From an optimization exercise on the open Yosys and OpenROAD flow, aimed at a short achievable clock period; shortcuts taken in it are not production practice.
At most, simulation tests tie the RTL to the original design; equivalence was not proved.
No functional check of the RTL was part of runs 3 to 6.
Power and IR drop assume default switching activity.

[flow/design.v]
module mwf1_crc32 (
    input  wire [31:0] s,
    input  wire [7:0]  b,
    output reg  [31:0] o
);
    integer i;
    reg [31:0] t;
    always @* begin
        t = s ^ {24'd0, b};
        for (i = 0; i < 8; i = i + 1) begin
            if (t[0])
                t = (t >> 1) ^ 32'hEDB88320;
            else
                t = t >> 1;
        end
        o = t;
    end
endmodule
module mwf1_rx (
    input  wire        clk,
    input  wire        rst,
    input  wire        rx_valid,
    input  wire [7:0]  rx_data,
    output wire        rx_ready,
    output wire        tx_valid,
    output wire [7:0]  tx_data,
    input  wire        tx_ready,
    output wire        pay_we,
    output wire [14:0] pay_addr,
    output wire [7:0]  pay_wdata,
    output wire        frm_valid,
    output wire [14:0] frm_len,
    input  wire        frm_ready,
    output wire [1:0]  st_phase,
    output wire [1:0]  st_rx_state
);
    reg        ph_rx, ph_dis, ph_ack;
    reg [1:0]  ph_enc;
    reg        s_seek, s_len, s_pay, s_crc;
    reg [1:0]  s_enc;
    reg        pw_en;           
    reg [1:0]  mpre;
    reg        wne;
    reg [3:0]  fc;
    reg [7:0]  len_lo, len_hi;
    reg        lo_ge9, lo_le39;   
    reg        len_rng;           
    reg        len_pre;           
    reg [14:0] frm_len_r;
    reg [14:0] lm2;               
    reg [14:0] pay_cnt;
    reg        plast;             
    reg [7:0]  d_r;
    reg        p_v;
    reg [31:0] u_r;
    reg        u_v;
    reg [31:0] crc;
    reg [7:0]  c0, c1;            
    reg        cm;                
    reg [15:0] tmr;
    reg        tge;               
    reg [7:0]  q0, q1, q2;
    reg [1:0]  ac;
    wire fire = rx_valid;       
    wire [31:0] crc_shift;
    wire [31:0] d_term;
    mwf1_crc32 u_crc_s (.s(crc), .b(8'd0), .o(crc_shift));
    mwf1_crc32 u_crc_d (.s(32'd0), .b(d_r), .o(d_term));
    wire b_4d = (rx_data == 8'h4D);
    wire b_57 = (rx_data == 8'h57);
    wire b_46 = (rx_data == 8'h46);
    wire b_31 = (rx_data == 8'h31);
    wire b_00 = (rx_data == 8'h00);
    wire b_c2  = (rx_data == ~crc[23:16]);
    wire b_c3  = (rx_data == ~crc[31:24]);
    wire c01_ok = (c0 == ~crc[7:0]) && (c1 == ~crc[15:8]);
    wire magic_hit = (mpre == 2'd3) && b_31;
    reg  [1:0] mpre_n;
    always @* begin
        case (mpre)
            2'd0: mpre_n = b_4d ? 2'd1 : 2'd0;
            2'd1: mpre_n = b_57 ? 2'd2 : (b_4d ? 2'd1 : 2'd0);
            2'd2: mpre_n = b_46 ? 2'd3 : (b_4d ? 2'd1 : 2'd0);
            default: mpre_n = b_4d ? 2'd1 : 2'd0;   
        endcase
    end
    wire rng_n = ((rx_data != 8'h00) || lo_ge9) &&
                 ((rx_data < 8'h69) || ((rx_data == 8'h69) && lo_le39));
    wire [15:0] len16  = {len_hi, len_lo};
    wire        len_ok = len_pre && b_00;
    wire        crc_ok = cm && b_c3;
    wire at_bound_m1 = (s_seek && (tmr == 16'd47)) ||
                       ((s_len || s_crc) && (tmr == 16'd31)) ||
                       (s_pay && (tmr == 16'd39999));
    wire expire  = tge && (!s_seek || wne);
    wire [15:0] tmr_inc = tmr + 16'd1;
    wire        tge_inc = tge || at_bound_m1;
    always @(posedge clk) begin
        d_r <= rx_data;
        p_v <= pw_en && fire;
        u_r <= d_term;
        u_v <= p_v;
        if (s_len)
            crc <= 32'hFFFFFFFF;
        else if (u_v)
            crc <= crc_shift ^ u_r;
        if (s_len) begin
            frm_len_r <= len16[14:0];
            lm2       <= len16[14:0] - 15'd2;
            pay_cnt   <= 15'd0;
            plast     <= 1'b0;
        end
        if (ph_rx) begin
            q0 <= 8'h45;
            q1 <= 8'h52;
            q2 <= s_len ? 8'h4C : 8'h43;
            ac <= 2'd3;
        end else if (ph_dis) begin
            q0 <= 8'h4F;
            q1 <= 8'h4B;
            ac <= 2'd2;
        end else if (tx_ready) begin
            q0 <= q1;
            q1 <= q2;
            ac <= ac - 2'd1;
        end
        if (rst) begin
            ph_rx   <= 1'b1;
            ph_dis  <= 1'b0;
            ph_ack  <= 1'b0;
            ph_enc  <= 2'd1;
            s_seek  <= 1'b1;
            s_len   <= 1'b0;
            s_pay   <= 1'b0;
            s_crc   <= 1'b0;
            s_enc   <= 2'd0;
            pw_en   <= 1'b0;
            mpre    <= 2'd0;
            wne     <= 1'b0;
        end else if (ph_rx) begin
            if (fire) begin
                tmr <= tmr_inc;
                tge <= tge_inc;
                if (s_seek) begin
                    tmr <= 16'd0;
                    tge <= 1'b0;
                    if (magic_hit) begin
                        mpre   <= 2'd0;
                        wne    <= 1'b0;
                        fc     <= 4'b0001;
                        s_seek <= 1'b0;
                        s_len  <= 1'b1;
                        s_enc  <= 2'd1;
                    end else begin
                        mpre <= mpre_n;
                        wne  <= 1'b1;
                    end
                end
                if (s_len) begin
                    fc <= {fc[2:0], fc[3]};
                    if (fc[0]) begin
                        len_lo  <= rx_data;
                        lo_ge9  <= (rx_data >= 8'd9);
                        lo_le39 <= (rx_data <= 8'h39);
                    end
                    if (fc[1]) begin
                        len_hi  <= rx_data;
                        len_rng <= rng_n;
                    end
                    if (fc[2])
                        len_pre <= len_rng && b_00;
                    if (fc[3]) begin
                        tmr   <= 16'd0;
                        tge   <= 1'b0;
                        s_len <= 1'b0;
                        if (len_ok) begin
                            s_pay     <= 1'b1;
                            s_enc     <= 2'd2;
                            pw_en     <= 1'b1;
                        end else begin
                            ph_rx  <= 1'b0;
                            ph_ack <= 1'b1;
                            ph_enc <= 2'd3;
                            s_seek <= 1'b1;
                            s_enc  <= 2'd0;
                        end
                    end
                end
                if (s_pay) begin
                    pay_cnt <= pay_cnt + 15'd1;
                    plast   <= (pay_cnt == lm2);
                    if (plast) begin
                        fc    <= 4'b0001;
                        tmr   <= 16'd0;
                        tge   <= 1'b0;
                        s_pay <= 1'b0;
                        s_crc <= 1'b1;
                        s_enc <= 2'd3;
                        pw_en <= 1'b0;
                    end
                end
                if (s_crc) begin
                    fc <= {fc[2:0], fc[3]};
                    if (fc[0])
                        c0 <= rx_data;
                    if (fc[1])
                        c1 <= rx_data;
                    if (fc[2])
                        cm <= c01_ok && b_c2;
                    if (fc[3]) begin
                        tmr    <= 16'd0;
                        tge    <= 1'b0;
                        s_crc  <= 1'b0;
                        s_seek <= 1'b1;
                        s_enc  <= 2'd0;
                        ph_rx  <= 1'b0;
                        if (crc_ok) begin
                            ph_dis <= 1'b1;
                            ph_enc <= 2'd2;
                        end else begin
                            ph_ack <= 1'b1;
                            ph_enc <= 2'd3;
                        end
                    end
                end
            end else if (expire) begin
                tmr    <= 16'd0;
                tge    <= 1'b0;
                mpre   <= 2'd0;
                wne    <= 1'b0;
                s_seek <= 1'b1;
                s_len  <= 1'b0;
                s_pay  <= 1'b0;
                s_crc  <= 1'b0;
                s_enc  <= 2'd0;
                pw_en  <= 1'b0;
            end else begin
                tmr <= tmr_inc;
                tge <= tge_inc;
            end
        end else if (ph_dis) begin
            if (frm_ready) begin
                ph_dis <= 1'b0;
                ph_ack <= 1'b1;
                ph_enc <= 2'd3;
            end
        end else begin  
            if (tx_ready && (ac == 2'd1)) begin
                ph_ack <= 1'b0;
                ph_rx  <= 1'b1;
                ph_enc <= 2'd1;
            end
        end
    end
    assign rx_ready    = ph_rx;
    assign tx_valid    = ph_ack;
    assign tx_data     = q0;
    assign pay_we      = rx_valid && pw_en;
    assign pay_addr    = pay_cnt;
    assign pay_wdata   = rx_data;
    assign frm_valid   = ph_dis;
    assign frm_len     = frm_len_r;
    assign st_phase    = ph_enc;
    assign st_rx_state = s_enc;
endmodule
[flow/run.sh]
#!/bin/bash
# synth_recipe.tcl (not shown) runs the flow's synth.tcl, then flattens the netlist and writes it again
# the make line also repeats each setting of config.mk as NAME=value (left out here)
make -C /OpenROAD-flow-scripts/flow DESIGN_CONFIG=/design/flow/config.mk WORK_HOME=/design/flow/orfs CLKGATE_MAP_FILE= SYNTH_SCRIPT=/design/flow/synth_recipe.tcl finish
[flow/config.mk]
export PLATFORM = sky130hd
export DESIGN_NAME = mwf1_rx
export DESIGN_NICKNAME = mwf1_rx
export VERILOG_FILES = /design/flow/design.v
export SDC_FILE = /design/flow/constraint.sdc
export NUM_CORES = 4
export LEC_CHECK = 0
export ABC_CLOCK_PERIOD_IN_PS = 1800
export CAP_MARGIN = 20
export CORE_MARGIN = 2
export CORE_UTILIZATION = 50
export PLACE_DENSITY = 0.7
export SETUP_SLACK_MARGIN = 2.2
export SLEW_MARGIN = 20
export TNS_END_PERCENT = 100
[flow/constraint.sdc]
create_clock -name core_clock -period 4.0 [get_ports {clk}]
set_input_delay 0.8000 -clock core_clock [delete_from_list [all_inputs] [get_ports {clk}]]
set_output_delay 0.8000 -clock core_clock [all_outputs]
set_load 0.01 [all_outputs]
==> results of run 1 <==
## cells in the final DEF (no fill, tap or decap), types with 17 or more instances in the layout
cell and instances:
dfxtp_1 81, buf_2 39, nand3_1 23, xor2_1 64, edfxtp_1 88, buf_4 58
mux2i_1 22, nor2_1 50, xnor2_1 133, dfxtp_4 20, a21oi_1 25, clkbuf_16 22
o21ai_0 21, nand2_1 66, inv_1 17
## synthesized netlist by cell type (8+ instances only)
cell / instances
a21oi_1: 30
a31oi_1: 11
and3_1: 12
buf_2: 15
buf_4: 14
clkbuf_1: 29
dfxtp_1: 115
edfxtp_1: 88
inv_1: 17
mux2i_1: 22
nand2_1: 67
nand2b_1: 8
nand3_1: 26
nand4_1: 16
nor2_1: 52
nor2b_1: 8
nor3_1: 12
nor4_1: 15
o21ai_0: 36
xnor2_1: 138
xor2_1: 68
## repair_timing
| item | CTS | global route |
|---|---|---|
| resized for setup | 363 | 31 |
| pin swaps | 9 | 6 |
| setup endpoints to repair | 194 | 81 |
| buffers inserted | 37 | 22 |
| cloned | 3 | 0 |
## power by group
part           leakage [uW]  internal [uW]  switching (uW)
sequential          0.00178           2220            56.2
combinational       0.00227            207             184
clock              0.000328           1100             801
## state kept, by name (all words and copies together), names as in the netlist, 8 cells and up
name and flops:
crc 32, c0 8, frm_len_r 15, lm2 14, c1 8, d_r 8, len_lo 8, pay_cnt 15
u_r 30, tmr 16
## layout make-up
cell class	count	area, um^2
fill	1449	6900
sequential	203	5040
inverter	17	63.8
clock buffer	30	591
multi-input combinational	599	4470
timing repair buffer	132	1150
tap	234	293
clock inverter	10	85.1
## worst min-delay path by stage
| stage | depth (start not counted) | end | start |
|---|---|---|---|
| 2_1_floorplan | 0 | u_v | p_v |
| 3_3_place_gp | 0 | u_v | p_v |
| 3_5_place_dp | 0 | u_v | p_v |
| 4_1_cts | 0 | u_v | p_v |
| 5_1_grt | 0 | u_v | p_v |
| 6_report | 0 | u_v | p_v |
## kinds of logic (layout without fill, tap and decap cells)
kind of cell	Yosys count	in the layout	synth area share, %
XOR/XNOR	208	208	19.7
flip-flops	203	203	52.4
multiplexers	22	22	2.34
other	2	3	0.0796
buffers and inverters	78	189	3.94
adder cells (fa/ha/maj)	7	7	0.929
AND/OR/NAND/NOR	240	242	12.8
AO/OA/AOI/OAI	116	117	7.76
## metrics by stage
| stage | util, % | area [um^2] | setup slack (ns) | power (uW) | std cells |
|---|---|---|---|---|---|
| final | 62.9 | 11700 | 2.04 | 4570 | 1225 |
| after detailed placement | 55.1 | 10200 | 0.711 | 2680 | 1123 |
| after CTS | 61.1 | 11300 | 2.04 | 4590 | 1203 |
| after floorplan | - | 9610 | 1.62 | 2600 | 877 |
| after global routing | 62.9 | 11700 | 2.01 | 4720 | 1225 |
| after global placement | 55.1 | 10200 | 0.751 | 2670 | 1123 |
## per-layer routing
layer	share of wire (%)	wire length [um]
met5	0	0
met4	2.6	587
met3	4.2	932
met2	50	11200
met1	43	9510
==> impl_results.md, run 1 <==
- Run status: complete, no violations
- Number of design rule violations left after detail routing: 0
- Area fraction of the dominant cell type after synthesis: 28.0%
- Met3 usage in global routing: 3.27%
- Worst R2R Start: len_hi[1]
- Delay of the slowest cell on the worst path: 0.15 ns
- Clock tree from TritonCTS: done
- Post-synthesis cell type count: 60
- Initial Util: 50.7%
- Number of clock sinks: 203
- Critical path arrival: 1.16 ns
- Biggest area contributors in the synthesized netlist: edfxtp_1 28%, dfxtp_1 24%, xnor2_1 13%
- Synthesis-to-layout area growth: 23.9%
- Die span in y: 141 um
- Total number of cells along the worst setup path: 3
- Core Region: 18600 um^2
- Antenna viol nets, final: 0
- Unrepaired setup endpoints after global routing: true
- Antenna violations before repair: 0
- Met2 Track Usage GR: 39.5%
- Ant. Diodes: 0
- Worst-case clock skew: 0.0149 ns
- Number of I/O pins: 67
- DP Wirelength: 14500 um
- Flip-flop cell with the highest count after synthesis: dfxtp_1
- Drt initial violations: 427
- Relative max-transition margin: 48.1%
- All-Layer GR Usage: 22.6%
- H-tree depth: 1
- Family with the most delay on the worst path: buffers and inverters
- Mapped Avg Cell Area: 10.8 um^2
- Kind of capture point of the worst setup path: primary output
- Global-route wire length before repair: 35300 um
- Leakage component of the power: 0.00438 uW
- Share of synthesized registers carrying an async set or reset: 0%
- DR vias/cell: 5.39
- Number of buffer and inverter instances along the worst setup path: 2
- Final Max Tran Viols: 0
- Largest net degree at the start of global routing: 49
- Clock transition at the registers of the reported paths: 0.06 ns
- Minimum period implied by the final worst setup slack: 1.96 ns
- Crit path from: rx_valid
- Slew at the pin closest to its max-slew limit: 0.778 ns
- Total number of nets in the final design: 995
- Routability congestion estimate: 0.816
- Global route hottest layer: met2
- Buffers from clock root to sink, at most: 3
- Number of warnings issued by yosys: 2
- Critical path endpoint: pay_we
- Worst supply voltage drop on vdd: 422 uV
- Final Setup Violations: 0
- Horizontal extent of the die: 141 um
- Worst hold slack: 0.333 ns
- Synth area leader: edfxtp_1
- Sum of negative setup slack: 0 ns
- Slack of the worst reg-to-reg path: 2.24 ns
- Area of the mapped netlist: 9430 um^2
- Overall overflow remaining after global route: 0
- Path class of the lowest-slack min-delay path: reg -> reg
- Fraction of layout instances using a drive strength above 1: 25.0%
- Count of hold buffers inserted by post-cts repair: 0
- Final wirelength: 22300 um
- Die Footprint: 20000 um^2
- Number of global-route vias before repair: 6488
- Worst-path maximum fanout: 2
- Via count: 6605
- Later-pin clock latency in the skew report: 0.50 ns
- Sequential fraction of the synthesis area: 52.4%
- Power per cell area: 391 nW/um^2
- Max Clk Rate: 0.511 GHz
- Critical path cell sequence: buf_12 -> and2_4 -> buf_6
- Buffer cell driving the clock tree root: clkbuf_16
- Master of the slowest instance on the critical path: and2_4
- Reg2Reg Capture Point: lm2[14]
- Setup CP Type: in -> out
- Routing usage on met1: 29.2%
- Syn Inst Count: 876
- Register bit total from synthesis: 203
- Cell count of the worst reg-to-reg path: 4
- Final period utilization: 48.9%
- Total count of hold-check failures in the final report: 0
- # port buffers: 63
- Clock buffer count from CTS: 22
- Max_cap viols: 0
- Launching element type of the critical path: primary input
- DRT Pass-1 Iters: 5
- Average wire per cell in the routed design: 18.2 um
- Worst endpoint required time: 3.20 ns
- Number of enable flip-flop cells after synthesis: 88
- Number of rows in the core area: 50
==> inputs of run 2 (changes only) <==
==> flow/config.mk (replaced) <==
export PLATFORM = sky130hd
export DESIGN_NAME = mwf1_rx
export DESIGN_NICKNAME = mwf1_rx
export VERILOG_FILES = /design/flow/design.v
export SDC_FILE = /design/flow/constraint.sdc
export NUM_CORES = 4
export LEC_CHECK = 0
export ABC_CLOCK_PERIOD_IN_PS = 1500
export CAP_MARGIN = 20
export CORE_MARGIN = 2
export CORE_UTILIZATION = 60
export PLACE_DENSITY = 0.75
export SETUP_SLACK_MARGIN = 2.3
export SLEW_MARGIN = 20
export TNS_END_PERCENT = 100
==> impl_results.md, run 2 <==
- Later-pin clock latency in the skew report: 0.50 ns
- All-Layer GR Usage: 27.8%
- Fraction of layout instances using a drive strength above 1: 31.0%
- Mapped Avg Cell Area: 10.8 um^2
- Minimum period implied by the final worst setup slack: 1.94 ns
- Overall overflow remaining after global route: 0
- Register ranked first by flip-flop count: crc
- Area fraction of the dominant cell type after synthesis: 28.0%
- Clock tree from TritonCTS: done
- Largest net degree at the start of global routing: 49
- Origin of the worst min-delay path: p_v
- Setup CP Type: in -> out
- Design Power: 4660 uW
- Final Max Tran Viols: 0
- Worst-case clock skew: 0.00831 ns
- Leading cell type by number of instances after synthesis: xnor2_1
- Core Region: 15300 um^2
- Number of warnings issued by yosys: 2
- Max Clk Rate: 0.517 GHz
- Clock group share of total power: 42.1%
- Worst-path maximum fanout: 2
- DRT Pass-1 Iters: 5
- Buffer cell driving the clock tree root: clkbuf_16
- Worst hold endpoint: u_v
- Buffers from clock root to sink, at most: 3
- Master of the slowest instance on the critical path: and2_4
- Ant. Diodes: 0
- Power per cell area: 378 nW/um^2
- Delay of the slowest cell on the worst path: 0.13 ns
- Drt initial violations: 419
- Total number of nets in the final design: 1025
- Via count: 7075
- Worst Hold Path Cells: 0
- Routability congestion estimate: 0.914
- Number of I/O pins: 67
- Synthesis-to-layout area growth: 30.8%
- Family with the most delay on the worst path: buffers and inverters
- Final Setup Violations: 0
- Placed cell count: 1100
- Sequential fraction of the synthesis area: 52.4%
- Leakage component of the power: 0.00466 uW
- Run status: complete, no violations
- Worst endpoint required time: 3.20 ns
- Final Instance Count excl. Fillers: 1232
- Horizontal extent of the die: 129 um
- Max_cap viols: 0
- Share of power burned in combinational logic: 9.1%
- Share of synthesized registers carrying an async set or reset: 0%
- Antenna violations before repair: 0
- Top flop regs: crc x32, u_r x30, tmr x16
- Antenna viol nets, final: 0
- H-tree depth: 1
- Worst supply voltage drop on vdd: 398 uV
- Syn Inst Count: 876
- # port buffers: 63
- Critical path arrival: 1.14 ns
- Number of enable flip-flop cells after synthesis: 88
- Switching part of the total power: 22.7%
- Kind of capture point of the worst setup path: primary output
- Internal power of the cells: 3610 uW
- Slack of the worst reg-to-reg path: 2.17 ns
- Leading cell type in the layout, fill and taps excluded: xnor2_1
- Final period utilization: 48.4%
- Total count of hold-check failures in the final report: 0
- Synth area leader: edfxtp_1
- Worst R2R Start: crc[26]
- Number of buffer and inverter instances along the worst setup path: 2
- Number of design rule violations left after detail routing: 0
- Leading cell types in the layout, fill and taps excluded: 132 x xnor2_1, 88 x edfxtp_1, 82 x buf_4, 76 x dfxtp_1, 63 x xor2_1
- Relative max-transition margin: 28.8%
- Biggest area contributors in the synthesized netlist: edfxtp_1 28%, dfxtp_1 24%, xnor2_1 13%
- Global-route wire length before repair: 36300 um
- Area of the mapped netlist: 9430 um^2
- Final wirelength: 24000 um
- Initial Util: 61.8%
- Total number of cells along the worst setup path: 3
- DR vias/cell: 5.74
- Slew at the pin closest to its max-slew limit: 1.07 ns
- Critical path cell sequence: buf_8 -> and2_4 -> buf_6
- Number of filler cells placed in the layout: 850
- Reg2Reg Capture Point: ph_enc[0]
- Path class of the lowest-slack min-delay path: reg -> reg
- Flip-flop cell with the highest count after synthesis: dfxtp_1
- Unrepaired setup endpoints after global routing: true
- Number of flip-flops in the largest register: 32
- Die span in y: 129 um
- Post-synthesis cell type count: 60
- Clock transition at the registers of the reported paths: 0.06 ns
- Switching power of the nets: 1060 uW
- Register bit total from synthesis: 203
- Commonest cells in the synthesized netlist: 138 x xnor2_1, 115 x dfxtp_1, 88 x edfxtp_1
- Average wire per cell in the routed design: 19.4 um
- Sum of negative setup slack: 0 ns
- Cell count of the worst reg-to-reg path: 5
- Number of global-route vias before repair: 6951
- Launching element type of the critical path: primary input
- Number of rows in the core area: 45
- Sequential power share: 48.8%
- Die Footprint: 16700 um^2
- DP Wirelength: 14200 um
- Clock buffer count from CTS: 22
- Number of clock sinks: 203
==> run 2: cell counts after synthesis <==
No cell type changed its count.
==> run 2: timing repair <==
action / in CTS / in global routing
pin swaps: 14 / 25
hold buffers: 0 / 0
buffers inserted: 49 / 39
gates cloned: 3 / 1
resized for setup: 407 / 51
setup endpoints to repair: 194 / 110
==> run 2: kinds of logic after synthesis <==
logic type | count (synthesis) | share of synthesized area, %
AND/OR/NAND/NOR | 240 | 12.8
XOR/XNOR | 208 | 19.7
flip-flops | 203 | 52.4
AO/OA/AOI/OAI | 116 | 7.76
buffers and inverters | 78 | 3.94
multiplexers | 22 | 2.34
adder cells (fa/ha/maj) | 7 | 0.929
other | 2 | 0.0796
==> run 2: how the worst max path moves through the flow <==
stage	from	slack, ns	to
after floorplan	rx_data[2]	1.62	fc[1]
after global placement	rx_data[4]	0.73	ph_enc[0]
after detailed placement	rx_data[4]	0.71	ph_enc[0]
after CTS	rx_valid	2.06	pay_we
after global routing	crc[26]	2.03	ph_enc[0]
final	rx_valid	2.06	pay_we
==> run 2: through the flow <==
step	setup slack (ns)	area, um^2	util [%]	hold slack [ns]
floorplan	1.62	9720	-	0.310
global placement	0.728	10200	67.1	0.358
detailed placement	0.706	10200	67.1	0.350
CTS	2.06	11700	76.8	0.371
global route	2.03	12300	80.8	0.383
finish	2.06	12300	80.8	0.385
==> run 2: power groups by stage <==
stage,sequential [uW],clock (uW),combinational (uW)
global placement,2330,0,339
floorplan,2310,0,295
global route,2280,2070,460
CTS,2280,1980,390
finish,2280,1960,427
detailed placement,2330,0,346
==> run 2: metal layers <==
layer | vias up | global-route usage, % | wire length (um)
li1 | 3271 | - | -
met1 | 3447 | 32.9 | 9270
met2 | 277 | 51.2 | 12600
met3 | 80 | 3.63 | 1270
met4 | 0 | 10.9 | 840
met5 | - | 0 | 0
==> run 2: layout make-up <==
type	instances	area, um^2	area share, %
Multi-Input combinational cell	598	4640	37.6
Clock inverter	8	80.1	0.649
Timing Repair Buffer	163	1610	13.0
Tap cell	211	264	2.14
Clock buffer	32	628	5.09
Sequential cell	203	5050	40.9
Inverter	17	63.8	0.517
==> inputs of run 3 (changes only) <==
--- a/flow/design.v
+++ b/flow/design.v
@@ -98,5 +98,5 @@
     always @(posedge clk) begin
         d_r <= rx_data;
-        p_v <= pw_en && fire;
+        p_v <= s_pay && fire;    
         u_r <= d_term;
         u_v <= p_v;
==> impl_results.md, run 3 <==
- Final wirelength: 23200 um
- Worst endpoint required time: 4.42 ns
- Initial Util: 61.4%
- Clock tree from TritonCTS: done
- Later-pin clock latency in the skew report: 0.50 ns
- Die Footprint: 16600 um^2
- Kind of capture point of the worst setup path: flip-flop
- Max Clk Rate: 0.468 GHz
- Leakage component of the power: 0.00448 uW
- Number of I/O pins: 67
- Number of global-route vias before repair: 6793
- Biggest area contributors in the synthesized netlist: edfxtp_1 28%, dfxtp_1 25%, xnor2_1 13%
- Global route hottest layer: met2
- Area used by multi-input combinational logic: 4590 um^2
- Total count of hold-check failures in the final report: 0
- Largest net degree at the start of global routing: 47
- Buffers from clock root to sink, at most: 3
- Max_cap viols: 0
- Via count: 6917
- Leading cell type in the layout, fill and taps excluded: xnor2_1
- Top flop regs: crc x32, u_r x30, tmr x16
- Run status: complete, no violations
- Sum of negative setup slack: 0 ns
- Worst-path maximum fanout: 3
- Launching element type of the critical path: primary input
- Clock buffer count from CTS: 21
- Antenna viol nets, final: 0
- Synth area leader: edfxtp_1
- DRT Pass-1 Iters: 5
- Number of enable flip-flop cells after synthesis: 88
- Mapped Avg Cell Area: 10.7 um^2
- Area fraction of the dominant cell type after synthesis: 28.2%
- Synthesized-area fraction occupied by xor and xnor cells: 19.7%
- Relative max-transition margin: 23.9%
- Core Region: 15300 um^2
- DR vias/cell: 5.69
- Total number of nets in the final design: 1009
- Post-synthesis cell type count: 61
- Met2 Track Usage GR: 51.7%
- Critical path arrival: 2.55 ns
- Minimum period implied by the final worst setup slack: 2.14 ns
- Syn Inst Count: 873
- Overall overflow remaining after global route: 0
- Register bit total from synthesis: 203
- Setup CP Type: in -> reg
- Power per cell area: 378 nW/um^2
- Post-Synth Adder-Cell Area: 0.934%
- Leading cell type by number of instances after synthesis: xnor2_1
- Area of the mapped netlist: 9370 um^2
- Die span in y: 129 um
- Average wire per cell in the routed design: 19.1 um
- Fraction of layout instances using a drive strength above 1: 28.9%
- Mux contribution to synthesized area: 2.67%
- Ant. Diodes: 0
- Number of filler cells placed in the layout: 945
- Delay of the slowest cell on the worst path: 0.53 ns
- Critical path cell sequence: buf_6 -> buf_6 -> or4_4 -> buf_6 -> nor3b_4 -> nand3_2 -> or3_1 -> a21oi_1
- All-Layer GR Usage: 28.0%
- DP Wirelength: 14900 um
- Most repeated library cell on the critical path: buf_6
- Register ranked first by flip-flop count: crc
- Routability congestion estimate: 0.952
- Global-route wire length before repair: 36500 um
- Path class of the lowest-slack min-delay path: reg -> reg
- Routing usage on met1: 34.6%
- Number of clock sinks: 203
- Post-synthesis compound-gate area fraction: 7.71%
- # port buffers: 63
- Slew at the pin closest to its max-slew limit: 1.14 ns
- Synthesis-to-layout area growth: 28.2%
- Antenna violations before repair: 0
- Seq. cell area: 5040 um^2
- Main combinational cell family by area after synthesis: XOR/XNOR gates
- Flip-flop cell with the highest count after synthesis: dfxtp_1
- Clock transition at the registers of the reported paths: 0.07 ns
- Drt initial violations: 514
- Unrepaired setup endpoints after global routing: true
- Commonest cells in the synthesized netlist: 136 x xnor2_1, 115 x dfxtp_1, 88 x edfxtp_1
- Number of rows in the core area: 45
- Leading cell types in the layout, fill and taps excluded: 129 x xnor2_1, 88 x edfxtp_1, 76 x dfxtp_1, 69 x buf_4, 65 x xor2_1
- Worst supply voltage drop on vdd: 412 uV
- Slack of the worst reg-to-reg path: 2.12 ns
- Post-synthesis share of cell area spent on and, or, nand and nor gates: 12.5%
- H-tree depth: 1
- Worst-case clock skew: 0.0112 ns
- Number of flip-flops in the largest register: 32
- Share of synthesized registers carrying an async set or reset: 0%
- Number of design rule violations left after detail routing: 0
- Master of the slowest instance on the critical path: or4_4
- Met3 usage in global routing: 3.41%
- Final Setup Violations: 0
- Sequential fraction of the synthesis area: 52.7%
- Horizontal extent of the die: 129 um
- Final instance area: 12000 um^2
- Buffer cell driving the clock tree root: clkbuf_16
- Final Max Tran Viols: 0
- Count of hold buffers inserted by post-cts repair: 0
- Placed Instance Area: 10200 um^2
- Final period utilization: 53.4%
- Number of warnings issued by yosys: 2
-- run 3: critical path, delay by kind of cell --
kind,cells,cell delay [ns]
and+or+nand+nor,4,1.23
buffers and inverters,3,0.34
AOI/OAI and AO/OA,1,0.17
-- run 3: metrics by stage --
stage	hold WS [ns]	instances	setup slack, ns	utilization, %	power, uW
after detailed placement	0.316	1101	0.813	67.1	2670
after floorplan	0.310	874	1.60	-	2600
after CTS	0.332	1198	1.90	76.6	4540
after global placement	0.315	1101	0.874	67.1	2660
final	0.338	1215	1.86	78.7	4550
after global routing	0.346	1215	1.84	78.7	4680
-- run 3: worst paths after layout --
path,from,endpoint,cells past startpoint
min reg2reg,p_v,u_v,0
max,rx_data[6],s_pay,8
max reg2reg,len_pre,s_seek,5
min,p_v,u_v,0
-- run 3: cells by family after synthesis --
logic type,count (synthesis)
xor+xnor,208
fa+ha+maj,7
flops,203
compound gates,120
simple gates,234
other cells,2
buf+inv,74
mux,25
-- run 3: repair_timing --
| action | in CTS | in global routing |
|---|---|---|
| pin swaps | 18 | 16 |
| gates cloned | 1 | 0 |
| resized for setup | 388 | 50 |
| setup endpoints to repair | 192 | 124 |
| setup buffers | 58 | 17 |
-- run 3: metal layers --
layer  vias to the layer above  part of all wire [%]
met5                         -                     0
met4                         0                   2.6
met3                        47                   5.5
met2                       266                    52
met1                      3370                    40
li1                       3234                     -
-- run 3: area by class of cell --
cell class / count / share of cell area (%)
well taps: 211 / 2.20
inverters: 17 / 0.531
flip-flops and latches: 203 / 42.0
repair buffers: 148 / 11.6
clock inverters: 9 / 0.417
multi-input cells: 598 / 38.2
clock buffers: 29 / 5.12
-- run 3: power breakdown --
group | total [uW] | internal, uW | switching (uW)
Clock | 1880 | 1080 | 803
Combinational | 392 | 203 | 189
Sequential | 2270 | 2220 | 53.9
Total | 4550 | 3500 | 1050
==> inputs of run 4 (changes only) <==
--- a/flow/config.mk
+++ b/flow/config.mk
@@ -6,5 +6,5 @@
 export NUM_CORES = 4
 export LEC_CHECK = 0
-export ABC_CLOCK_PERIOD_IN_PS = 1500
+export ABC_CLOCK_PERIOD_IN_PS = 300
 export CAP_MARGIN = 20
 export CORE_MARGIN = 2
==> impl_results.md, run 4 <==
- Leading cell type in the layout, fill and taps excluded: xnor2_1
- Die Footprint: 16600 um^2
- Critical path arrival: 2.55 ns
- Top flop regs: crc x32, u_r x30, tmr x16
- Leakage component of the power: 0.00448 uW
- DP Wirelength: 14900 um
- Worst endpoint required time: 4.42 ns
- Total count of hold-check failures in the final report: 0
- Post-synthesis cell type count: 61
- Slew at the pin closest to its max-slew limit: 1.14 ns
- Number of rows in the core area: 45
- Clock buffer count from CTS: 21
- Relative max-transition margin: 23.9%
- Number of global-route vias before repair: 6793
- Average wire per cell in the routed design: 19.1 um
- Placed Instance Area: 10200 um^2
- Leading cell type by number of instances after synthesis: xnor2_1
- Buffers from clock root to sink, at most: 3
- Register ranked first by flip-flop count: crc
- Buffer cell driving the clock tree root: clkbuf_16
- Routability congestion estimate: 0.952
- Max Clk Rate: 0.468 GHz
- Worst-case clock skew: 0.0112 ns
- # port buffers: 63
- Minimum period implied by the final worst setup slack: 2.14 ns
- Setup CP Type: in -> reg
- Leading cell types in the layout, fill and taps excluded: 129 x xnor2_1, 88 x edfxtp_1, 76 x dfxtp_1, 69 x buf_4, 65 x xor2_1
- DRT Pass-1 Iters: 5
- Mapped Avg Cell Area: 10.7 um^2
- Final Setup Violations: 0
- Most repeated library cell on the critical path: buf_6
- Fraction of layout instances using a drive strength above 1: 28.9%
- Number of I/O pins: 67
- Via count: 6917
- Worst supply voltage drop on vdd: 412 uV
- Syn Inst Count: 873
- Antenna viol nets, final: 0
- Number of enable flip-flop cells after synthesis: 88
- Final Max Tran Viols: 0
- Area fraction of the dominant cell type after synthesis: 28.2%
- Total number of nets in the final design: 1009
- Register bit total from synthesis: 203
- Core Region: 15300 um^2
- Synth area leader: edfxtp_1
- Number of flip-flops in the largest register: 32
- Commonest cells in the synthesized netlist: 136 x xnor2_1, 115 x dfxtp_1, 88 x edfxtp_1
- Path class of the lowest-slack min-delay path: reg -> reg
- Synthesis-to-layout area growth: 28.2%
- Initial Util: 61.4%
- Final instance area: 12000 um^2
- Unrepaired setup endpoints after global routing: true
- Run status: complete, no violations
- Worst-path maximum fanout: 3
- Count of hold buffers inserted by post-cts repair: 0
- Internal power of the cells: 3500 uW
- Final wirelength: 23200 um
- DR vias/cell: 5.69
- Clock group share of total power: 41.4%
- Switching power of the nets: 1050 uW
- Die span in y: 129 um
- Sequential power share: 50.0%
- Share of synthesized registers carrying an async set or reset: 0%
- Clock transition at the registers of the reported paths: 0.07 ns
- Delay of the slowest cell on the worst path: 0.53 ns
- Number of warnings issued by yosys: 2
- Flip-flop cell with the highest count after synthesis: dfxtp_1
- Sum of negative setup slack: 0 ns
- Launching element type of the critical path: primary input
- Power per cell area: 378 nW/um^2
- Fraction of the core area covered by cells at the end of the flow: 78.7%
- Worst hold slack: 0.338 ns
- Global-route wire length before repair: 36500 um
- Antenna violations before repair: 0
- Kind of capture point of the worst setup path: flip-flop
- Horizontal extent of the die: 129 um
- Clock tree from TritonCTS: done
- Sequential fraction of the synthesis area: 52.7%
- Switching part of the total power: 23.0%
- Drt initial violations: 514
- Design Power: 4550 uW
- Area of the mapped netlist: 9370 um^2
- Number of design rule violations left after detail routing: 0
- Master of the slowest instance on the critical path: or4_4
- Share of power burned in combinational logic: 8.6%
- Ant. Diodes: 0
- Biggest area contributors in the synthesized netlist: edfxtp_1 28%, dfxtp_1 25%, xnor2_1 13%
- Largest net degree at the start of global routing: 47
- Later-pin clock latency in the skew report: 0.50 ns
- Final period utilization: 53.4%
- Number of clock sinks: 203
- H-tree depth: 1
- All-Layer GR Usage: 28.0%
- Critical path cell sequence: buf_6 -> buf_6 -> or4_4 -> buf_6 -> nor3b_4 -> nand3_2 -> or3_1 -> a21oi_1
- Overall overflow remaining after global route: 0
- Max_cap viols: 0
[run 4: cell counts after synthesis]
Identical to the previous run, type by type.
[run 4: cells by family after synthesis]
family,count (synthesis),share of synthesized area (%)
and+or+nand+nor,234,12.5
muxes,25,2.67
DFF,203,52.7
other,2,0.0801
adders and majority gates,7,0.934
AOI/OAI and AO/OA,120,7.72
buffers and inverters,74,3.66
xor gates and xnor gates,208,19.7
[run 4: per-layer routing]
metal	vias up	routed length, um	global-route usage (%)
met2	266	12100	51.7
li1	3234	-	-
met1	3370	9190	34.6
met3	47	1280	3.41
met5	-	0	0
met4	0	598	7.48
[run 4: path summary, 6_finish.rpt]
| check | from | endpoint | slack (ns) | cells past startpoint |
|---|---|---|---|---|
| worst max register to register | len_pre | s_seek | 2.12 | 5 |
| worst max-delay path | rx_data[6] | s_pay | 1.86 | 8 |
| worst min register to register | p_v | u_v | 0.34 | 0 |
| worst min-delay path | p_v | u_v | 0.34 | 0 |
[run 4: repair_timing]
item	CTS	global route
setup buffers	58	17
endpoints found under the hold margin	0	0
endpoints found under the setup margin	192	124
resized for setup	388	50
pin swaps	18	16
cloned	1	0
[run 4: critical path, delay by kind of cell]
| family | cells | cell delay (ns) |
|---|---|---|
| AND/OR/NAND/NOR | 4 | 1.23 |
| buffers and inverters | 3 | 0.34 |
| AO/OA/AOI/OAI | 1 | 0.17 |
[run 4: power by group through the flow]
stage               Clock [uW]  Combinational, uW  Sequential, uW
floorplan                    0                287            2310
global placement             0                334            2330
detailed placement           0                344            2330
CTS                       1890                377            2270
global route              1980                423            2280
finish                    1880                392            2270
[run 4: per-stage QoR]
step | setup WS, ns | std cells
detailed placement | 0.813 | 1101
finish | 1.86 | 1215
global placement | 0.874 | 1101
floorplan | 1.60 | 874
CTS | 1.90 | 1198
global route | 1.84 | 1215
[run 4: cell type report]
cell class	count	area, um^2
Sequential cell	203	5040
Multi-Input combinational cell	598	4590
Fill cell	945	3240
Timing Repair Buffer	148	1390
Clock buffer	29	616
Tap cell	211	264
Inverter	17	63.8
Clock inverter	9	50.0
==> inputs of run 5 (changes only) <==
--- a/flow/design.v
+++ b/flow/design.v
@@ -53,8 +53,7 @@
     reg [7:0]  d_r;
     reg        p_v;
-    reg [31:0] u_r;
-    reg        u_v;
     reg [31:0] crc;
-    reg [7:0]  c0, c1;            
+    reg [7:0]  c0;                
+    reg [23:0] cexp;              
     reg        cm;                
     reg [15:0] tmr;
@@ -63,8 +62,7 @@
     reg [1:0]  ac;
     wire fire = rx_valid;       
-    wire [31:0] crc_shift;
-    wire [31:0] d_term;
-    mwf1_crc32 u_crc_s (.s(crc), .b(8'd0), .o(crc_shift));
-    mwf1_crc32 u_crc_d (.s(32'd0), .b(d_r), .o(d_term));
+    wire [31:0] crc_fold;
+    mwf1_crc32 u_crc (.s(crc), .b(d_r), .o(crc_fold));
+    wire [31:0] crc_cur = p_v ? crc_fold : crc;
     wire b_4d = (rx_data == 8'h4D);
     wire b_57 = (rx_data == 8'h57);
@@ -72,7 +70,6 @@
     wire b_31 = (rx_data == 8'h31);
     wire b_00 = (rx_data == 8'h00);
-    wire b_c2  = (rx_data == ~crc[23:16]);
-    wire b_c3  = (rx_data == ~crc[31:24]);
-    wire c01_ok = (c0 == ~crc[7:0]) && (c1 == ~crc[15:8]);
+    wire b_exp = (rx_data == cexp[7:0]);
+    wire c0_ok = (c0 == ~crc[7:0]);
     wire magic_hit = (mpre == 2'd3) && b_31;
     reg  [1:0] mpre_n;
@@ -89,5 +86,5 @@
     wire [15:0] len16  = {len_hi, len_lo};
     wire        len_ok = len_pre && b_00;
-    wire        crc_ok = cm && b_c3;
+    wire        crc_ok = cm && b_exp;
     wire at_bound_m1 = (s_seek && (tmr == 16'd47)) ||
                        ((s_len || s_crc) && (tmr == 16'd31)) ||
@@ -98,17 +95,7 @@
     always @(posedge clk) begin
         d_r <= rx_data;
-        p_v <= s_pay && fire;    
-        u_r <= d_term;
-        u_v <= p_v;
-        if (s_len)
-            crc <= 32'hFFFFFFFF;
-        else if (u_v)
-            crc <= crc_shift ^ u_r;
-        if (s_len) begin
-            frm_len_r <= len16[14:0];
-            lm2       <= len16[14:0] - 15'd2;
-            pay_cnt   <= 15'd0;
-            plast     <= 1'b0;
-        end
+        p_v <= pw_en && fire;
+        if (p_v)
+            crc <= crc_fold;
         if (ph_rx) begin
             q0 <= 8'h45;
@@ -175,4 +162,9 @@
                         s_len <= 1'b0;
                         if (len_ok) begin
+                            frm_len_r <= len16[14:0];
+                            lm2       <= len16[14:0] - 15'd2;
+                            pay_cnt   <= 15'd0;
+                            plast     <= 1'b0;
+                            crc       <= 32'hFFFFFFFF;
                             s_pay     <= 1'b1;
                             s_enc     <= 2'd2;
@@ -202,10 +194,14 @@
                 if (s_crc) begin
                     fc <= {fc[2:0], fc[3]};
-                    if (fc[0])
-                        c0 <= rx_data;
+                    if (fc[0]) begin
+                        c0   <= rx_data;
+                        cexp <= ~crc_cur[31:8];
+                    end else begin
+                        cexp <= {8'd0, cexp[23:8]};
+                    end
                     if (fc[1])
-                        c1 <= rx_data;
+                        cm <= c0_ok && b_exp;
                     if (fc[2])
-                        cm <= c01_ok && b_c2;
+                        cm <= cm && b_exp;
                     if (fc[3]) begin
                         tmr    <= 16'd0;
==> flow/config.mk (replaced) <==
export PLATFORM = sky130hd
export DESIGN_NAME = mwf1_rx
export DESIGN_NICKNAME = mwf1_rx
export VERILOG_FILES = /design/flow/design.v
export SDC_FILE = /design/flow/constraint.sdc
export NUM_CORES = 4
export LEC_CHECK = 0
export ABC_CLOCK_PERIOD_IN_PS = 1800
export CAP_MARGIN = 20
export CORE_MARGIN = 2
export CORE_UTILIZATION = 50
export PLACE_DENSITY = 0.7
export SETUP_SLACK_MARGIN = 2.2
export SLEW_MARGIN = 20
export TNS_END_PERCENT = 100
==> impl_results.md, run 5 <==
- Register ranked first by flip-flop count: crc
- Area of the mapped netlist: 9110 um^2
- Max Clk Rate: 0.485 GHz
- Die span in y: 139 um
- Routing usage on met1: 27.4%
- Number of global-route vias before repair: 6550
- Power per cell area: 338 nW/um^2
- Worst-path maximum fanout: 3
- Syn Inst Count: 772
- Sum of negative setup slack: 0 ns
- Post-synthesis cell type count: 62
- Buffers from clock root to sink, at most: 2
- Biggest area contributors in the synthesized netlist: edfxtp_1 40%, dfxtp_1 15%, xnor2_1 6.2%
- Design Power: 4180 uW
- Post-route setup slack: 1.94 ns
- Clock transition at the registers of the reported paths: 0.07 ns
- Place WS: 0.827 ns
- Max_cap viols: 0
- Commonest cells in the synthesized netlist: 120 x edfxtp_1, 74 x nand2_1, 68 x dfxtp_1
- Later-pin clock latency in the skew report: 0.43 ns
- Slew at the pin closest to its max-slew limit: 0.695 ns
- Flip-flop cell with the highest count after synthesis: edfxtp_1
- Minimum period implied by the final worst setup slack: 2.06 ns
- H-tree depth: 4
- Die Footprint: 19300 um^2
- Overall overflow remaining after global route: 0
- Number of flip-flops in the largest register: 32
- Number of enable flip-flop cells after synthesis: 120
- Mapped Avg Cell Area: 11.8 um^2
- Number of I/O pins: 67
- Fraction of the core area covered by cells at the end of the flow: 69.1%
- Worst supply voltage drop on vdd: 311 uV
- Number of design rule violations left after detail routing: 0
- Leading cell types in the layout, fill and taps excluded: 120 x edfxtp_1, 86 x buf_4, 68 x nand2_1, 49 x xnor2_1, 46 x nor2_1
- Fraction of layout instances using a drive strength above 1: 36.9%
- Unrepaired setup endpoints after global routing: true
- Synthesis-to-layout area growth: 35.8%
- Worst-case clock skew: 0.0105 ns
- Number of warnings issued by yosys: 2
- Path class of the lowest-slack min-delay path: reg -> reg
- Top flop regs: crc x32, cexp x24, tmr x16
- Number of rows in the core area: 49
- Final Max Tran Viols: 0
- Setup CP Type: reg -> reg
- DRT Pass-1 Iters: 5
- Count of hold buffers inserted by post-cts repair: 0
- Largest net degree at the start of global routing: 32
- Drt initial violations: 498
- Launching element type of the critical path: flip-flop
- Internal power of the cells: 3230 uW
- Antenna violations before repair: 0
- Leading cell type by number of instances after synthesis: edfxtp_1
- Worst endpoint required time: 4.19 ns
- Final period utilization: 51.6%
- Leading cell type in the layout, fill and taps excluded: edfxtp_1
- Switching part of the total power: 22.7%
- Leakage component of the power: 0.00477 uW
- Routability congestion estimate: 0.835
- All-Layer GR Usage: 22.8%
- Global route hottest layer: met2
- Run status: complete, no violations
- Ant. Diodes: 0
- Met2 Track Usage GR: 40.5%
- Synth area leader: edfxtp_1
- Relative max-transition margin: 53.7%
- Core Region: 17900 um^2
- Final wirelength: 23700 um
- Placed Instance Area: 10100 um^2
- Clock tree from TritonCTS: done
- Final Setup Violations: 0
- Via count: 6658
- # port buffers: 63
- Register bit total from synthesis: 188
- DR vias/cell: 5.58
- Met3 usage in global routing: 3.83%
- Area fraction of the dominant cell type after synthesis: 39.6%
- Total number of nets in the final design: 971
- Kind of capture point of the worst setup path: flip-flop
- Clock buffer count from CTS: 17
- DP Wirelength: 12900 um
- Initial Util: 50.9%
- Share of synthesized registers carrying an async set or reset: 0%
- Global-route wire length before repair: 34900 um
- Number of clock sinks: 188
- Sequential fraction of the synthesis area: 54.5%
- Horizontal extent of the die: 139 um
- Average wire per cell in the routed design: 19.9 um
- Switching power of the nets: 952 uW
- Final instance area: 12400 um^2
- Clock group share of total power: 39.8%
- Total count of hold-check failures in the final report: 0
- Sequential power share: 49.7%
- Buffer cell driving the clock tree root: clkbuf_16
- Critical path arrival: 2.25 ns
- Antenna viol nets, final: 0
- Share of power burned in combinational logic: 10.5%
[run 5: cell count changes after synthesis, moves of 7 or more]
cell	before	now
nand2b_1	8	1
dfxtp_1	115	68
buf_2	9	2
edfxtp_1	88	120
a22o_1	3	11
mux2_2	0	8
xor2_1	70	37
xnor3_1	1	13
nor4_1	17	8
a31oi_1	9	2
and2_1	10	28
xnor2_1	136	64
o21ai_0	46	19
[run 5: power groups by stage]
stage	clock network [uW]	registers (uW)	logic (uW)
after detailed placement	0	2130	289
after global routing	1760	2080	457
final	1670	2080	437
after floorplan	0	2120	231
after CTS	1660	2080	392
after global placement	0	2130	283
[run 5: worst paths after layout]
kind              startpoint           end  slack [ns]  depth (start not counted)
hold reg to reg    len_lo[0]  frm_len_r[0]        0.44                          0
setup reg to reg      d_r[5]      cexp[11]        1.94                          5
hold / removal     len_lo[0]  frm_len_r[0]        0.44                          0
setup / recovery      d_r[5]      cexp[11]        1.94                          5
[run 5: cell type report]
class / count / area (um^2)
Clock buffer: 19 / 433
Clock inverter: 13 / 143
Fill cell: 1226 / 5530
Inverter: 20 / 78.8
Multi-Input combinational cell: 523 / 4430
Sequential cell: 188 / 5030
Tap cell: 229 / 287
Timing Repair Buffer: 200 / 1970
Timing Repair inverter: 1 / 7.51
[run 5: metal layers]
layer	up-vias	wire length, um
li1	3091	-
met1	3236	8990
met2	266	12700
met3	65	1250
met4	0	768
met5	-	0
[run 5: timing repair]
item	in CTS	in global routing
pin swaps	35	36
endpoints found under the setup margin	251	157
cloned	5	3
buffers inserted	100	19
gates resized for setup	357	79
[run 5: worst max-delay path, stage by stage (launching register included)]
cell and delay (ns):
dfxtp_4 0.36, xnor2_4 0.22, xnor3_2 0.48, xnor3_1 0.39, mux2i_1 0.09, mux2_2 0.28
[run 5: kinds of logic (layout without fill, tap and decap cells)]
| logic type | count (synthesis) | count (layout) | share of synthesized area, % |
|---|---|---|---|
| other cells | 2 | 3 | 0.0824 |
| mux | 29 | 29 | 3.30 |
| simple gates | 253 | 253 | 13.9 |
| fa+ha+maj | 7 | 7 | 0.961 |
| compound gates | 98 | 99 | 6.87 |
| xor+xnor | 132 | 132 | 17.3 |
| flops | 188 | 188 | 54.5 |
| buf+inv | 63 | 253 | 3.12 |
[run 5: per-stage QoR]
| step | cells | hold WS [ns] |
|---|---|---|
| floorplan | 773 | 0.400 |
| global placement | 1034 | 0.403 |
| detailed placement | 1034 | 0.427 |
| CTS | 1171 | 0.442 |
| global route | 1193 | 0.455 |
| finish | 1193 | 0.441 |
==> inputs of run 6 (changes only) <==
==> flow/config.mk (replaced) <==
export PLATFORM = sky130hd
export DESIGN_NAME = mwf1_rx
export DESIGN_NICKNAME = mwf1_rx
export VERILOG_FILES = /design/flow/design.v
export SDC_FILE = /design/flow/constraint.sdc
export NUM_CORES = 4
export LEC_CHECK = 0
export CAP_MARGIN = 20
export CORE_MARGIN = 2
export CORE_UTILIZATION = 40
export PLACE_DENSITY = 0.6
export SETUP_SLACK_MARGIN = 2.4
export SLEW_MARGIN = 20
export TNS_END_PERCENT = 100
==> impl_results.md, run 6 <==
- Place WS: 0.730 ns
- DRT Pass-1 Iters: 4
- Number of enable flip-flop cells after synthesis: 120
- Final Setup Violations: 0
- Largest net degree at the start of global routing: 32
- Horizontal extent of the die: 155 um
- Run status: complete, no violations
- Core Region: 22500 um^2
- Sum of negative setup slack: 0 ns
- Post-route setup slack: 1.92 ns
- Later-pin clock latency in the skew report: 0.44 ns
- Slack of the worst reg-to-reg path: 1.92 ns
- Area of the mapped netlist: 9110 um^2
- Leakage component of the power: 0.00519 uW
- Setup CP Type: reg -> reg
- Synth area leader: edfxtp_1
- Number of filler cells placed in the layout: 1726
- Number of design rule violations left after detail routing: 0
- Worst hold slack: 0.436 ns
- Sequential fraction of the synthesis area: 54.5%
- DP Wirelength: 13100 um
- Post-synthesis cell type count: 62
- Leading cell type by number of instances after synthesis: edfxtp_1
- Top flop regs: crc x32, cexp x24, tmr x16
- Mapped Avg Cell Area: 11.8 um^2
- Register bit total from synthesis: 188
- Share of synthesized registers carrying an async set or reset: 0%
- Biggest area contributors in the synthesized netlist: edfxtp_1 40%, dfxtp_1 15%, xnor2_1 6.2%
- Buffer cell driving the clock tree root: clkbuf_16
- Antenna violations before repair: 0
- Ant. Diodes: 0
- Flip-flop cell with the highest count after synthesis: edfxtp_1
- Die Footprint: 24000 um^2
- Antenna viol nets, final: 0
- Path class of the lowest-slack min-delay path: reg -> reg
- Unrepaired setup endpoints after global routing: true
- Syn Inst Count: 772
- Slew at the pin closest to its max-slew limit: 0.625 ns
- Power per cell area: 318 nW/um^2
- Design Power: 4220 uW
- Number of I/O pins: 67
- Final period utilization: 51.9%
- Worst-case clock skew: 0.0142 ns
- Worst-path maximum fanout: 2
- Die span in y: 155 um
- Worst supply voltage drop on vdd: 258 uV
- Seq. cell area: 5020 um^2
- Kind of capture point of the worst setup path: flip-flop
- Fraction of the core area covered by cells at the end of the flow: 59.1%
- Initial Util: 40.5%
- Fraction of layout instances using a drive strength above 1: 45.0%
- Register ranked first by flip-flop count: crc
- Worst endpoint required time: 4.19 ns
- Clock buffer count from CTS: 17
- Number of flip-flops in the largest register: 32
- Number of rows in the core area: 55
- Average wire per cell in the routed design: 17.7 um
- Minimum period implied by the final worst setup slack: 2.08 ns
- Global-route wire length before repair: 36000 um
- Leading cell type in the layout, fill and taps excluded: edfxtp_1
- Total number of nets in the final design: 1026
- Leading cell types in the layout, fill and taps excluded: 120 x edfxtp_1, 118 x buf_4, 69 x buf_6, 53 x nand2_1, 47 x xnor2_1
- Clock transition at the registers of the reported paths: 0.07 ns
- Count of hold buffers inserted by post-cts repair: 0
- Final Max Tran Viols: 0
- Via count: 6653
- Synthesis-to-layout area growth: 45.9%
- Number of global-route vias before repair: 6535
- Final wirelength: 23100 um
- Buffers from clock root to sink, at most: 2
- Overall overflow remaining after global route: 0
- Routability congestion estimate: 0.810
- Max_cap viols: 0
- Number of clock sinks: 188
- Critical path arrival: 2.27 ns
- DR vias/cell: 5.10
- All-Layer GR Usage: 19.5%
- Launching element type of the critical path: flip-flop
- H-tree depth: 4
- Relative max-transition margin: 57.9%
- Commonest cells in the synthesized netlist: 120 x edfxtp_1, 74 x nand2_1, 68 x dfxtp_1
- Area fraction of the dominant cell type after synthesis: 39.6%
- Drt initial violations: 406
- Max Clk Rate: 0.481 GHz
- Area used by multi-input combinational logic: 4710 um^2
- Total count of hold-check failures in the final report: 0
- # port buffers: 63
- Number of warnings issued by yosys: 2
- Clock tree from TritonCTS: done
## run 6: cell count changes in the layout (fill, tap and decap cells not counted), moves of 5 or more
cell,previous run,this run
o21ai_2,4,9
o21ai_0,13,7
buf_2,40,31
dfxtp_2,14,20
nand2_1,68,53
buf_4,86,118
nand2_2,5,19
buf_6,36,69
## run 6: critical path, stage by stage, from the launching register on
cell	delay (ns)
dfxtp_2	0.35
xnor2_4	0.19
xnor3_2	0.47
xnor3_1	0.42
mux2i_1	0.12
mux2_4	0.28
## run 6: path summary, 6_finish.rpt
kind	start	endpoint	depth (start not counted)
max	d_r[6]	cexp[11]	5
max reg2reg	d_r[6]	cexp[11]	5
min reg2reg	len_lo[0]	frm_len_r[0]	0
min	len_lo[0]	frm_len_r[0]	0
## run 6: cell families after synthesis
logic type | after synthesis | synth area share, %
AND/OR/NAND/NOR | 253 | 13.9
XOR/XNOR | 132 | 17.3
buffers and inverters | 63 | 3.12
other | 2 | 0.0824
multiplexers | 29 | 3.30
adder cells (fa/ha/maj) | 7 | 0.961
flip-flops | 188 | 54.5
AO/OA/AOI/OAI | 98 | 6.87
## run 6: repair_timing
| action | CTS | global route |
|---|---|---|
| pin swaps | 61 | 42 |
| buffers inserted | 131 | 41 |
| cloned | 8 | 0 |
| setup endpoints to repair | 272 | 235 |
| gates resized for setup | 454 | 82 |
## run 6: cell type report
class                   count  area share, %
multi-input cells         523           35.4
repair inverters            1         0.0565
flip-flops and latches    188           37.8
well taps                 285           2.68
repair buffers            255           19.0
inverters                  20          0.687
clock inverters            15           1.16
clock buffers              17           3.20
## run 6: metal layers
metal | GRT usage [%] | share of wire (%)
met5 | 0 | 0
met4 | 7.58 | 2.4
met3 | 3.82 | 3.2
met2 | 34.1 | 52
met1 | 24.0 | 42
## run 6: report_power, final
part	internal (uW)	switching, uW	total (uW)
logic	274	192	466
clock network	880	794	1670
registers	2060	20.3	2080
total	3210	1010	4220
## run 6: per-stage QoR
| stage | std cells | instance area, um^2 |
|---|---|---|
| 5_1_grt | 1304 | 13300 |
| 2_1_floorplan | 773 | 9540 |
| 6_report | 1304 | 13300 |
| 3_5_place_dp | 1092 | 10300 |
| 3_3_place_gp | 1092 | 10300 |
| 4_1_cts | 1263 | 12600 |

[afterwards: timing with drivers on the ports]
No port has a modelled driver above. Below, the same layouts with a new extraction and two added sets of constraints. Step 1 (the two cells are an assumption about what drives the block):
set clk [get_ports {clk}]
set_driving_cell -lib_cell sky130_fd_sc_hd__clkbuf_16 $clk
set_driving_cell -lib_cell sky130_fd_sc_hd__buf_2 [delete_from_list [all_inputs] $clk]
Step 2 adds t to the input delays and takes it off the output delays; t is the mean of the earliest and latest rising clock arrival at the registers after step 1. Input paths then give back, and output paths get back, about the clock's delay inside the block. a / b / c = ideal / step 1 / step 2; a / b = the first two.
run	t (ns)	setup WS [ns]	latest minus earliest clock arrival (ns)	worst slew at a driven data input, ns
run 1	0.544	2.044 / 1.998 / 1.539	0.019 / 0.019	0.06
run 2	0.547	2.065 / 2.018 / 1.522	0.011 / 0.012	0.14
run 3	0.526	1.864 / 1.868 / 1.342	0.013 / 0.013	0.06
run 4	0.526	1.864 / 1.868 / 1.342	0.013 / 0.013	0.06
run 5	0.467	1.938 / 1.938 / 1.516	0.010 / 0.011	0.14
run 6	0.478	1.923 / 1.923 / 1.536	0.015 / 0.014	0.07
After both steps every run listed still meets setup and hold. The setup slack of run 2, which loses most, moves by -0.047 ns with the drivers and by -0.543 ns with both steps.
